This design comes from an exercise in tuning for a short achievable clock period and few clock cycles on the open sky130 flow, not from production work.
Only simulation tests tie the RTL to the original design; equivalence was not proved.

==> flow/design.v <==
module aaf_compositor (
    input  wire        clk,
    input  wire        rst,
    input  wire        start,
    input  wire [1:0]  cmd,
    input  wire [1:0]  depth,         
    input  wire        swap,
    input  wire        mirror_en,
    input  wire [7:0]  pal_idx,
    input  wire [15:0] width,
    input  wire [15:0] rows,
    input  wire [15:0] obj_x,         
    input  wire [15:0] blk_y,         
    input  wire [15:0] dest_x,        
    input  wire [15:0] dest_y,        
    input  wire [15:0] dest_stride,
    input  wire [15:0] dest_rows,
    input  wire [15:0] clip_x0,       
    input  wire [15:0] clip_y0,       
    input  wire [15:0] clip_x1,       
    input  wire [15:0] clip_y1,       
    input  wire [15:0] mirror_ofs,    
    input  wire [31:0] pal_addr,
    input  wire [31:0] dbuf_addr,
    input  wire [31:0] dest_addr,
    output wire        ready,
    output reg         done,
    output reg  [3:0]  status,
    output reg  [31:0] r0,
    output reg  [31:0] r1,
    output reg  [31:0] r2,
    output reg         mem_req,
    output reg         mem_we,
    output reg  [31:0] mem_addr,
    output reg  [31:0] mem_wdata,
    output reg  [3:0]  mem_wstrb,
    input  wire [31:0] mem_rdata,
    input  wire        mem_ack
);
    localparam [3:0] ST_OK        = 4'd0;
    localparam [3:0] ST_BAD_PARAM = 4'd12;
    localparam [3:0] ST_BAD_CMD   = 4'd14;
    localparam [3:0] S_IDLE    = 4'd0,
                     S_DECODE  = 4'd1,
                     S_CLIP    = 4'd2,
                     S_ROW     = 4'd3,
                     S_FETCH   = 4'd4,
                     S_PAL     = 4'd5,
                     S_WRITE   = 4'd6,
                     S_MIRROR  = 4'd7,
                     S_NEXT    = 4'd8,
                     S_RESOLVE = 4'd9,
                     S_DONE    = 4'd10;
    reg [3:0] state;
    reg [1:0]  p_cmd, p_depth;
    reg        p_swap, p_mirror;
    reg [7:0]  p_idx;
    reg [15:0] p_width, p_rows, p_objx, p_blky, p_dx, p_dy, p_stride, p_drows;
    reg [15:0] p_cx0, p_cy0, p_cx1, p_cy1, p_mofs;
    reg [31:0] p_pal, p_dbuf, p_dest;
    reg [15:0]  cache_color [0:255];
    reg [255:0] cache_valid;
    wire signed [20:0] ox   = {{5{p_objx[15]}}, p_objx};
    wire signed [20:0] by1  = {{5{p_blky[15]}}, p_blky};
    wire signed [20:0] dx0  = {{5{p_dx[15]}},   p_dx};
    wire signed [20:0] dy0  = {{5{p_dy[15]}},   p_dy};
    wire signed [20:0] cx0  = {{5{p_cx0[15]}},  p_cx0};
    wire signed [20:0] cy0  = {{5{p_cy0[15]}},  p_cy0};
    wire signed [20:0] cx1  = {{5{p_cx1[15]}},  p_cx1};
    wire signed [20:0] cy1  = {{5{p_cy1[15]}},  p_cy1};
    wire signed [20:0] mo   = {{5{p_mofs[15]}}, p_mofs};
    wire signed [20:0] wid  = {5'd0, p_width};
    wire signed [20:0] nrow = {5'd0, p_rows};
    wire signed [20:0] strd = {5'd0, p_stride};
    wire signed [20:0] drow = {5'd0, p_drows};
    function signed [20:0] max3(input signed [20:0] a, input signed [20:0] b, input signed [20:0] c);
        reg signed [20:0] m;
        begin
            m = (a > b) ? a : b;
            max3 = (m > c) ? m : c;
        end
    endfunction
    function signed [20:0] min3(input signed [20:0] a, input signed [20:0] b, input signed [20:0] c);
        reg signed [20:0] m;
        begin
            m = (a < b) ? a : b;
            min3 = (m < c) ? m : c;
        end
    endfunction
    wire signed [20:0] clip_x1w = max3(cx0, ox, dx0);
    wire signed [20:0] clip_x2w = min3(cx1, ox + wid - 21'sd1, dx0 + strd - 21'sd1);
    wire signed [20:0] clip_y1w = max3(cy0, by1, dy0);
    wire signed [20:0] clip_y2w = min3(cy1, by1 + nrow - 21'sd1, dy0 + drow - 21'sd1);
    reg signed [20:0] X1, X2, Y2;
    reg signed [20:0] x, y;
    wire [15:0] sy   = y[15:0] - p_blky;            
    wire [15:0] drw  = y[15:0] - p_dy;              
    wire [15:0] sx   = x[15:0] - p_objx;            
    wire [15:0] pcol = x[15:0] - p_dx;              
    wire [16:0] half_w   = ({1'b0, p_width} + 17'd1) >> 1;    
    reg  [31:0] dbuf_row;    
    reg  [31:0] dest_row;    
    wire [31:0] sy_x_w8 = sy * p_width;
    wire [31:0] sy_x_w4 = sy * half_w[15:0];
    wire [31:0] drw_x_s = drw * p_stride;
    reg  [31:0] row_dbuf_addr;
    always @(*) begin
        case (p_depth)
            2'd0:    row_dbuf_addr = p_dbuf + sy_x_w4;
            2'd1:    row_dbuf_addr = p_dbuf + sy_x_w8;
            default: row_dbuf_addr = p_dbuf + {sy_x_w8[30:0], 1'b0};
        endcase
    end
    reg  [31:0] pix_addr;    
    always @(*) begin
        case (p_depth)
            2'd0:    pix_addr = dbuf_row + {17'd0, sx[15:1]};
            2'd1:    pix_addr = dbuf_row + {16'd0, sx};
            default: pix_addr = dbuf_row + {15'd0, sx, 1'b0};
        endcase
    end
    wire signed [20:0] sx_s   = x - ox;
    wire signed [20:0] mcol   = ox + (wid + wid + mo - 21'sd1 - sx_s) - dx0;
    wire               mcol_ok = (mcol >= 21'sd0) && (mcol < strd);
    wire [31:0] prim_addr   = dest_row + {15'd0, pcol, 1'b0};
    wire [31:0] mirror_addr = dest_row + {15'd0, mcol[15:0], 1'b0};
    reg  [7:0]  rd_byte;
    always @(*) begin
        case (pix_addr[1:0])
            2'd0: rd_byte = mem_rdata[7:0];
            2'd1: rd_byte = mem_rdata[15:8];
            2'd2: rd_byte = mem_rdata[23:16];
            default: rd_byte = mem_rdata[31:24];
        endcase
    end
    wire [15:0] rd_half = pix_addr[1] ? mem_rdata[31:16] : mem_rdata[15:0];
    wire [7:0]  rd_index = (p_depth == 2'd0) ? (sx[0] ? {4'd0, rd_byte[3:0]} : {4'd0, rd_byte[7:4]})
                                             : rd_byte;
    wire [15:0] pal_color  = {mem_rdata[23:19], mem_rdata[15:10], mem_rdata[7:3]};
    wire [15:0] pal_result = p_swap ? {pal_color[7:0], pal_color[15:8]} : pal_color;
    reg  [7:0]  index;
    reg  [15:0] color;
    always @(*) begin
        mem_req   = 1'b0;
        mem_we    = 1'b0;
        mem_addr  = 32'd0;
        mem_wdata = {color, color};
        mem_wstrb = 4'd0;
        case (state)
            S_FETCH: begin
                mem_req  = 1'b1;
                mem_addr = {pix_addr[31:2], 2'b00};
            end
            S_PAL: begin
                mem_req  = 1'b1;
                mem_addr = {p_pal[31:2] + {22'd0, index}, 2'b00};
            end
            S_RESOLVE: begin
                mem_req  = 1'b1;
                mem_addr = {p_pal[31:2] + {22'd0, p_idx}, 2'b00};
            end
            S_WRITE: begin
                mem_req   = 1'b1;
                mem_we    = 1'b1;
                mem_addr  = {prim_addr[31:2], 2'b00};
                mem_wstrb = prim_addr[1] ? 4'b1100 : 4'b0011;
            end
            S_MIRROR: begin
                mem_req   = 1'b1;
                mem_we    = 1'b1;
                mem_addr  = {mirror_addr[31:2], 2'b00};
                mem_wstrb = mirror_addr[1] ? 4'b1100 : 4'b0011;
            end
            default: ;
        endcase
    end
    assign ready = (state == S_IDLE);
    always @(posedge clk) begin
        if (rst) begin
            state       <= S_IDLE;
            done        <= 1'b0;
            status      <= ST_OK;
            r0          <= 32'd0;
            r1          <= 32'd0;
            r2          <= 32'd0;
            cache_valid <= 256'd0;
        end else begin
            done <= 1'b0;
            case (state)
                S_IDLE: begin
                    if (start) begin
                        p_cmd    <= cmd;
                        p_depth  <= depth;
                        p_swap   <= swap;
                        p_mirror <= mirror_en;
                        p_idx    <= pal_idx;
                        p_width  <= width;
                        p_rows   <= rows;
                        p_objx   <= obj_x;
                        p_blky   <= blk_y;
                        p_dx     <= dest_x;
                        p_dy     <= dest_y;
                        p_stride <= dest_stride;
                        p_drows  <= dest_rows;
                        p_cx0    <= clip_x0;
                        p_cy0    <= clip_y0;
                        p_cx1    <= clip_x1;
                        p_cy1    <= clip_y1;
                        p_mofs   <= mirror_ofs;
                        p_pal    <= pal_addr;
                        p_dbuf   <= dbuf_addr;
                        p_dest   <= dest_addr;
                        r0       <= 32'd0;
                        r1       <= 32'd0;
                        r2       <= 32'd0;
                        status   <= ST_OK;
                        state    <= S_DECODE;
                    end
                end
                S_DECODE: begin
                    case (p_cmd)
                        2'd0: begin
                            if (p_depth == 2'd3) begin
                                status <= ST_BAD_PARAM;
                                state  <= S_DONE;
                            end else begin
                                state  <= S_CLIP;
                            end
                        end
                        2'd1: begin
                            cache_valid <= 256'd0;
                            state       <= S_DONE;
                        end
                        2'd2: begin
                            if (p_depth == 2'd2 || p_depth == 2'd3 ||
                                (p_depth == 2'd0 && p_idx[7:4] != 4'd0)) begin
                                status <= ST_BAD_PARAM;
                                state  <= S_DONE;
                            end else begin
                                state  <= S_RESOLVE;
                            end
                        end
                        default: begin
                            status <= ST_BAD_CMD;
                            state  <= S_DONE;
                        end
                    endcase
                end
                S_CLIP: begin
                    X1 <= clip_x1w;
                    X2 <= clip_x2w;
                    Y2 <= clip_y2w;
                    y  <= clip_y1w;
                    if (clip_x1w > clip_x2w || clip_y1w > clip_y2w)
                        state <= S_DONE;
                    else
                        state <= S_ROW;
                end
                S_ROW: begin
                    dbuf_row <= row_dbuf_addr;
                    dest_row <= p_dest + {drw_x_s[30:0], 1'b0};
                    x        <= X1;
                    state    <= S_FETCH;
                end
                S_FETCH: begin
                    if (mem_ack) begin
                        if (p_depth == 2'd2) begin
                            color <= rd_half;
                            state <= S_WRITE;
                        end else if (cache_valid[rd_index]) begin
                            color <= cache_color[rd_index];
                            state <= S_WRITE;
                        end else begin
                            index <= rd_index;
                            state <= S_PAL;
                        end
                    end
                end
                S_PAL: begin
                    if (mem_ack) begin
                        cache_color[index] <= pal_result;
                        cache_valid[index] <= 1'b1;
                        color              <= pal_result;
                        r2                 <= r2 + 32'd1;
                        state              <= S_WRITE;
                    end
                end
                S_WRITE: begin
                    if (mem_ack) begin
                        r0 <= r0 + 32'd1;
                        if (p_mirror && mcol_ok)
                            state <= S_MIRROR;
                        else
                            state <= S_NEXT;
                    end
                end
                S_MIRROR: begin
                    if (mem_ack) begin
                        r1    <= r1 + 32'd1;
                        state <= S_NEXT;
                    end
                end
                S_NEXT: begin
                    if (x == X2) begin
                        if (y == Y2) begin
                            state <= S_DONE;
                        end else begin
                            y     <= y + 21'sd1;
                            state <= S_ROW;
                        end
                    end else begin
                        x     <= x + 21'sd1;
                        state <= S_FETCH;
                    end
                end
                S_RESOLVE: begin
                    if (mem_ack) begin
                        r0    <= {16'd0, pal_result};
                        state <= S_DONE;
                    end
                end
                S_DONE: begin
                    done  <= 1'b1;
                    state <= S_IDLE;
                end
                default: state <= S_IDLE;
            endcase
        end
    end
endmodule
==> flow/run.sh <==
#!/bin/bash
# synth_recipe.tcl (not shown) runs the flow's synth.tcl, then flattens the netlist and writes it again
# the make line also repeats each setting of config.mk as NAME=value (left out here)
make -C /OpenROAD-flow-scripts/flow DESIGN_CONFIG=/design/flow/config.mk WORK_HOME=/design/flow/orfs CLKGATE_MAP_FILE= SYNTH_SCRIPT=/design/flow/synth_recipe.tcl finish
==> flow/config.mk <==
export PLATFORM = sky130hd
export DESIGN_NAME = aaf_compositor
export DESIGN_NICKNAME = aaf_compositor
export VERILOG_FILES = /design/flow/design.v
export SDC_FILE = /design/flow/constraint.sdc
export NUM_CORES = 8
export LEC_CHECK = 0
export CAP_MARGIN = 20
export CORE_MARGIN = 2
export CORE_UTILIZATION = 25
export PLACE_DENSITY = 0.45
export SLEW_MARGIN = 20
export SYNTH_MEMORY_MAX_BITS = 8192
==> flow/constraint.sdc <==
create_clock -name core_clock -period 12.0 [get_ports {clk}]
set_input_delay 2.4000 -clock core_clock [delete_from_list [all_inputs] [get_ports {clk}]]
set_output_delay 2.4000 -clock core_clock [all_outputs]
set_load 0.01 [all_outputs]
==> impl_metrics.env <==
export IMPL_outcome="finished clean"
export IMPL_cts_htree_levels=6
export IMPL_first_global_vias=169000
export IMPL_hold_start="cache_valid[110]$_SDFFE_PP0P_"
export IMPL_cts_buffers=602
export IMPL_yosysWarnings=1
export IMPL_postCtsHoldBufs=0
export IMPL_cts_tree="yes"
export IMPL_die_x_um=996
export IMPL_fin_area_mm2=0.289
export IMPL_vias=179000
export IMPL_drive_gt1_share_pct=9.34
export IMPL_grtUsageTotal_pct=19.7
export IMPL_r2r_start="y[0]$_DFFE_PP_"
export IMPL_path_clk_slew_ps=60
export IMPL_core_region_area_mm2=0.981
export IMPL_grt_pass1_wl_mm=1390
export IMPL_ys_ff_latch=4953
export IMPL_gp_congestion=0.889
export IMPL_clockBufferDepth=5
export IMPL_grt_setup_unrepaired="false"
export IMPL_syn_area_mm2=0.246
export IMPL_io_pin_count=526
export IMPL_slowest_delay_ps=560
export IMPL_syn_area_per_cell_um2=11.4
export IMPL_synth_area_leaders="edfxtp_1 (56%), nand2_1 (7.4%), fa_1 (5.6%)"
export IMPL_die_height_um=996
export IMPL_synth_most_common_cell="nand2_1"
export IMPL_clock_latency_ps=1110
export IMPL_path_class="flop to flop"
export IMPL_finalCritPeriodShare_pct=94.3
export IMPL_drtIter0Drc=22200
export IMPL_async_reset_ff_share_pct=0
export IMPL_synth_common_cells="nand2_1 (4846), edfxtp_1 (4594), nand3_1 (1554)"
export IMPL_critPathLaunchType="flop"
export IMPL_synth_edf_count=4594
export IMPL_setup_tns_ps=0
export IMPL_synthCells=21500
export IMPL_slew_headroom_pct=12.3
export IMPL_worst_pin_slew_ps=1310
export IMPL_dpl_hpwl_mm=682
export IMPL_hold_slack_ps=455
export IMPL_slew_violations=0
export IMPL_cts_root_buffer="clkbuf_16"
export IMPL_grt_max_degree=169
export IMPL_finalCriticalPeriod_ps=11320
export IMPL_hp_class="flop to flop"
export IMPL_initial_core_util_pct=25.1
export IMPL_synth_cell_type_count=100
export IMPL_crit_required_ps=12820
export IMPL_syn2layout_area_growth_pct=17.4
export IMPL_cp_slowest_cell="fa_1"
export IMPL_hold_viol=0
export IMPL_wl_per_cell_um=28.4
export IMPL_io_buffers=519
export IMPL_cp_max_fo=4
export IMPL_setup_viol=0
export IMPL_hold_end="cache_valid[110]$_SDFFE_PP0P_"
export IMPL_synth_top_cell_by_area="edfxtp_1"
export IMPL_r2r_slack_ps=680
export IMPL_synth_flop_cell="edfxtp_1"
export IMPL_worstHoldPathCells=2
export IMPL_clock_skew_ps=114
export IMPL_cts_sinks=4953
export IMPL_yosysSeqAreaShare_pct=59.0
export IMPL_fmax_ghz=0.0884
export IMPL_timing_rr_end="dbuf_row[31]$_DFFE_PP_"
export IMPL_cap_viol_max_count=0
export IMPL_route_detailed_drc=0
export IMPL_drt_first_pass_iters=6
export IMPL_grt_overflow=0
export IMPL_worst_ep_arrival_time_ps=12140
export IMPL_end_kind="flop"
export IMPL_ff2ff_path_depth=53
export IMPL_dpl_instance_area_mm2=0.270
export IMPL_antenna_found_initial=136
export IMPL_dieArea_mm2=0.991
export IMPL_antenna_left=0
export IMPL_via_per_inst=5.00
export IMPL_wl_mm=1010
export IMPL_yosysTopAreaCellShare_pct=56.1
export IMPL_nets=24200
export IMPL_core_rowCount=364
## cells by family after synthesis
logic type,share of synthesized area (%)
AOI/OAI and AO/OA,7.37
xor gates and xnor gates,1.96
adders and majority gates,10.1
buffers and inverters,4.20
DFF,59.0
muxes,1.86
other,0.00153
and+or+nand+nor,15.5
## worst max-delay path: cells and delay by family, from the launching register on
family,cells,cell delay [ps]
XOR/XNOR,2,330
multiplexers,1,250
AO/OA/AOI/OAI,25,4210
AND/OR/NAND/NOR,4,530
adder cells (fa/ha/maj),10,4210
buffers and inverters,11,1140
flip-flops,1,390
## cells in the final DEF, fill, tap and decap left out, drive strengths merged, types with 413 or more instances in the layout
| cell | count |
|---|---|
| a31oi | 413 |
| buf | 847 |
| ha | 887 |
| nand3 | 1557 |
| nor2 | 1016 |
| fa | 687 |
| inv | 1268 |
| a21oi | 901 |
| clkbuf | 785 |
| edfxtp | 4594 |
| clkdlybuf4s50 | 518 |
| nand2 | 4849 |
## stage by stage
stage	worst slack [ps]	instances	util, %
final	683	35700	29.4
after detailed placement	304	34700	27.6
after global placement	58.0	34700	27.5
after CTS	227	35700	29.4
after global routing	4.42	35700	29.4
after floorplan	482	21500	-
## routing by layer
metal	wire length, µm	global-route usage [%]
met2	446000	30.2
met5	653	0
met3	92000	4.46
met4	29900	5.68
met1	444000	27.8
## flip-flops by register name, summed over array words and instances (netlist names), 31 cells and up
| signal | cells |
|---|---|
| dbuf_row | 32 |
| cache_color | 4096 |
| p_dbuf | 32 |
| r2 | 32 |
| p_dest | 31 |
| r1 | 32 |
| r0 | 32 |
| cache_valid | 256 |
| dest_row | 31 |
## worst max path at each step
stage / start / end / cells after the start
2_1_floorplan: rst / p_blky[0]$_DFFE_PP_ / 3
3_3_place_gp: p_blky[2]$_DFFE_PP_ / dbuf_row[31]$_DFFE_PP_ / 47
3_5_place_dp: p_blky[2]$_DFFE_PP_ / dbuf_row[31]$_DFFE_PP_ / 47
4_1_cts: p_blky[2]$_DFFE_PP_ / dbuf_row[31]$_DFFE_PP_ / 47
5_1_grt: y[0]$_DFFE_PP_ / dbuf_row[31]$_DFFE_PP_ / 53
6_report: y[0]$_DFFE_PP_ / dbuf_row[31]$_DFFE_PP_ / 53
## timing repair
action                                 in CTS  in global routing
endpoints found under the hold margin       0                  0
setup endpoints to repair                   0                  3
resized for setup                           0                 14
buffers inserted                            0                  1
## cell type report
type / instances / area (µm²)
Clock buffer: 784 / 16100
Timing Repair Buffer: 1366 / 12400
Fill cell: 100000 / 693000
Inverter: 1252 / 4780
Antenna cell: 50 / 125
Multi-Input combinational cell: 14100 / 92200
Tap cell: 13000 / 16300
Sequential cell: 4953 / 145000
Clock inverter: 234 / 1800
Testbench counts, summed over its fixed seeds: cycles 149,601.

[separate check: timing with driven ports]
How much do the figures lean on ideal ports? The routed layout below was timed once more, with nothing changed but the port constraints.
Step 1 (the two cells are an assumption about what drives the block):
set clk [get_ports {clk}]
set_driving_cell -lib_cell sky130_fd_sc_hd__clkbuf_16 $clk
set_driving_cell -lib_cell sky130_fd_sc_hd__buf_2 [delete_from_list [all_inputs] $clk]
Step 2 adds t to the input delays and takes it off the output delays; t is the mean of the earliest and latest rising clock arrival at the registers after step 1. Input paths then give back, and output paths get back, about the clock's delay inside the block.
a / b / c = ideal ports / drivers / drivers and shift; a / b = the first two.
t (ns): 1.180
setup slack, ns: 0.683 / 0.683 / 0.683
clock arrival spread, ns: 0.143 / 0.143
worst register clock-pin slew, ns: 0.07 / 0.07
cell pins on the clock port's net: 1
After both steps this run still meets setup and hold. For this run, drivers alone change the setup slack by 0.000 ns; drivers and shift together by 0.000 ns.
